This design comes from an exercise in tuning for small area, a short achievable clock period and few clock cycles on the open sky130 flow, not from production work. In this exercise RTL edits were held to simulation tests only and were not proved equivalent to the original. No activity file was given, so power comes from the tool's default toggle rates.

== run A ==
## barker_xcorr
module barker_xcorr (
    input  wire               clk,
    input  wire               rst,           
    input  wire [3:0]         cfg_hdr,       
    input  wire [1:0]         cfg_mod,       
    input  wire [17:0]        cfg_trig,      
    input  wire [15:0]        cfg_hitcap,    
    input  wire               in_valid,
    output reg                in_ready,
    input  wire               in_last,
    input  wire signed [7:0]  in_re,
    input  wire signed [7:0]  in_im,
    output reg                hr_valid,
    output wire [16:0]        hr_idx,
    output reg  signed [17:0] hr_val,
    output reg                hi_valid,
    output wire [16:0]        hi_idx,
    output reg  signed [17:0] hi_val,
    output reg                done,
    output wire [15:0]        nhr,
    output wire [15:0]        nhi,
    output wire               hitovf,
    output reg                desync
);
For scale: roughly 400 flip-flops, roughly 21000 sq um of cells after synthesis.
==> flow/config.mk <==
export PLATFORM = sky130hd
export DESIGN_NAME = barker_xcorr
export DESIGN_NICKNAME = barker_xcorr
export VERILOG_FILES = /design/flow/design.v
export SDC_FILE = /design/flow/constraint.sdc
export NUM_CORES = 4
export LEC_CHECK = 0
export CAP_MARGIN = 20
export CORE_MARGIN = 2
export CORE_UTILIZATION = 70
export SLEW_MARGIN = 20
export SYNTH_HIERARCHICAL = 1
==> flow/constraint.sdc <==
create_clock -name core_clock -period 22.0 [get_ports {clk}]
set_input_delay 4.4000 -clock core_clock [delete_from_list [all_inputs] [get_ports {clk}]]
set_output_delay 4.4000 -clock core_clock [all_outputs]
set_load 0.01 [all_outputs]
standard.sh (not shown) runs the stock make flow with config.mk's settings and CLKGATE_MAP_FILE= SYNTH_SCRIPT=/design/flow/synth_recipe.tcl, a recipe that flattens the netlist after the stock synthesis.
==> flow/flow/run.sh <==
#!/bin/bash
# Standard ORFS layout (standard synthesis) with: port buffers of buf_2;
# a clock tree of larger clusters without dummy loads; repair_timing aiming
# for extra setup slack so that the achieved period is short.
set -euo pipefail
bash standard.sh SETUP_SLACK_MARGIN=16.5 'BUFFER_PORTS_ARGS=-buffer_cell sky130_fd_sc_hd__buf_2' \
  'CTS_ARGS=-sink_clustering_enable -repair_clock_nets -sink_clustering_size 25 -sink_clustering_max_diameter 150 -buf_list sky130_fd_sc_hd__clkbuf_16 -sink_buffer_max_cap_derate 1.0 -dont_use_dummy_load' \
  finish > standard_flow.log 2>&1
No stage failed in run A, and the final checks on the layout all came back clean.
Testbench counts of run A, summed over its fixed seeds: cycles 21,174.
Here is what was changed in the inputs of run B compared with run A.
# run A
export LEC_CHECK = 0
export CAP_MARGIN = 20
export CORE_MARGIN = 2
export CORE_UTILIZATION = 70
export SLEW_MARGIN = 20
export SYNTH_HIERARCHICAL = 1
create_clock -name core_clock -period 22.0 [get_ports {clk}]
# run B
export LEC_CHECK = 0
export CAP_MARGIN = 20
export CORE_MARGIN = 2
export CORE_UTILIZATION = 60
export SLEW_MARGIN = 20
export SYNTH_HIERARCHICAL = 1
create_clock -name core_clock -period 22.0 [get_ports {clk}]
==> flow/flow/run.sh <==
#!/bin/bash
# Standard ORFS layout (standard synthesis) with: port buffers of buf_2;
# a clock tree of larger clusters without dummy loads; repair_timing aiming
# for extra setup slack so that the achieved period is short.
set -euo pipefail
bash standard.sh SETUP_SLACK_MARGIN=16.5 'BUFFER_PORTS_ARGS=-buffer_cell sky130_fd_sc_hd__buf_2' \
  'CTS_ARGS=-sink_clustering_enable -repair_clock_nets -sink_clustering_size 30 -sink_clustering_max_diameter 300 -sink_clustering_levels 2 -buf_list sky130_fd_sc_hd__clkbuf_16 -sink_buffer_max_cap_derate 1.0 -dont_use_dummy_load' \
  finish > standard_flow.log 2>&1
[summary]
The CTS clock-pin slew for the worst setup and hold paths on run A is in line with that on run B. Total of fill cells in the finished design (higher): run B. Worst hold-check slack | run B below run A. Summary of run B over run A: power drawn by the sequential cells stayed essentially flat, layout multi-input combinational cell count stayed essentially flat. When run B is set beside run A, its count of clock-net buffers in the final layout turns out to be 2 smaller. Summary of the comparison: minimum clock period is lower in run B, relative to run A. As far as number of flip-flops and latches goes, run A and run B are indistinguishable; the numbers are identical. [run B vs run A] cell total after placement: higher in run B. Relative to run A, run B degrades total half-perimeter wirelength after legalization and detailed placement.
Here is what was changed in the inputs of run C compared with run B.
# run B
export LEC_CHECK = 0
export CAP_MARGIN = 20
export CORE_MARGIN = 2
export CORE_UTILIZATION = 60
export SLEW_MARGIN = 20
export SYNTH_HIERARCHICAL = 1
create_clock -name core_clock -period 22.0 [get_ports {clk}]
# run C
export LEC_CHECK = 0
export CAP_MARGIN = 20
export CORE_MARGIN = 2
export CORE_UTILIZATION = 40
export SLEW_MARGIN = 20
export SYNTH_HIERARCHICAL = 1
create_clock -name core_clock -period 22.0 [get_ports {clk}]
==> flow/flow/run.sh <==
#!/bin/bash
# Standard ORFS layout (standard synthesis) with: port buffers of buf_2;
# a clock tree of larger clusters without dummy loads; repair_timing aiming
# for extra setup slack so that the achieved period is short.
set -euo pipefail
bash standard.sh SETUP_SLACK_MARGIN=16.5 'BUFFER_PORTS_ARGS=-buffer_cell sky130_fd_sc_hd__buf_2' \
  'CTS_ARGS=-sink_clustering_enable -repair_clock_nets -sink_clustering_size 20 -sink_clustering_max_diameter 150 -buf_list sky130_fd_sc_hd__clkbuf_16 -sink_buffer_max_cap_derate 1.0 -dont_use_dummy_load' \
  finish > standard_flow.log 2>&1
[summary]
Going from run B to run C, post-layout instance area grew slightly. The utilization of the core after routing in run C sits 21 points below the value recorded for run B. Where die area is concerned, run B is better than run C.
#### Input delta (run D over run C)
# run C
export LEC_CHECK = 0
export CAP_MARGIN = 20
export CORE_MARGIN = 2
export CORE_UTILIZATION = 40
export SLEW_MARGIN = 20
export SYNTH_HIERARCHICAL = 1
create_clock -name core_clock -period 22.0 [get_ports {clk}]
# run D
export LEC_CHECK = 0
export CAP_MARGIN = 20
export CORE_MARGIN = 2
export CORE_UTILIZATION = 60
export SLEW_MARGIN = 20
export SYNTH_HIERARCHICAL = 1
create_clock -name core_clock -period 22.0 [get_ports {clk}]
==> flow/flow/run.sh <==
#!/bin/bash
# Standard ORFS layout (standard synthesis) with: port buffers of buf_2;
# a clock tree of larger clusters without dummy loads; repair_timing aiming
# for extra setup slack so that the achieved period is short.
set -euo pipefail
bash standard.sh SETUP_SLACK_MARGIN=16.8 'BUFFER_PORTS_ARGS=-buffer_cell sky130_fd_sc_hd__buf_2' \
  'CTS_ARGS=-sink_clustering_enable -repair_clock_nets -sink_clustering_size 20 -sink_clustering_max_diameter 150 -buf_list sky130_fd_sc_hd__clkbuf_16 -sink_buffer_max_cap_derate 1.0 -dont_use_dummy_load' \
  finish > standard_flow.log 2>&1
==> comparison <==
Area growth from synthesis to final layout for run D: 4.6 points up relative to run C
Run D vs run C — shortest period the worst path allows dropped 0.050 ns.
Re sequential power: run C and run D aren't equal, and the lower value belongs to run C.
Measured against each other, run C and run D differ in area used by multi-input combinational logic, the lower figure coming from run C.
Number of setup buffers added after CTS, run C and run D: smaller value in run C
Changes observed in run D relative to run C: number of vias after detailed routing has increased; routed wire length saw an increase; area of all placed cells without fillers moved up; all-layer global routing usage up 7.3 points; wire length of the first global-routing pass went down about 1.7%.
Ratio of total power to cell area: run C vs run D — no meaningful difference

-- static timing again, ports no longer ideal --
The results above use ideal ports. As a check the final layouts listed here were re-extracted and re-timed, cells and wires unchanged.
Step 1, drivers: a clkbuf_16 drives clk and a buf_2 each remaining input, both assumed.
Step 2, shift: input delay + t, output delay - t, t = (earliest + latest rising clock arrival at the registers) / 2. This alone moves slack from input paths to output paths.
a / b / c = ideal ports / drivers / drivers and shift; a / b = the first two.
| run | shift t [ns] | setup WS [ns] | slew at the worst register clock pin (ns) |
|---|---|---|---|
| run A | 0.579 | 16.558 / 16.505 / 16.051 | 0.10 / 0.10 |
| run B | 0.571 | 16.569 / 16.512 / 16.245 | 0.11 / 0.11 |
| run C | 0.598 | 16.548 / 16.493 / 16.261 | 0.09 / 0.09 |
| run D | 0.589 | 16.598 / 16.545 / 16.208 | 0.09 / 0.09 |
After both steps setup and hold are still met in every run listed. The setup slack of run A, which loses most, moves by -0.053 ns with the drivers and by -0.507 ns with both steps.
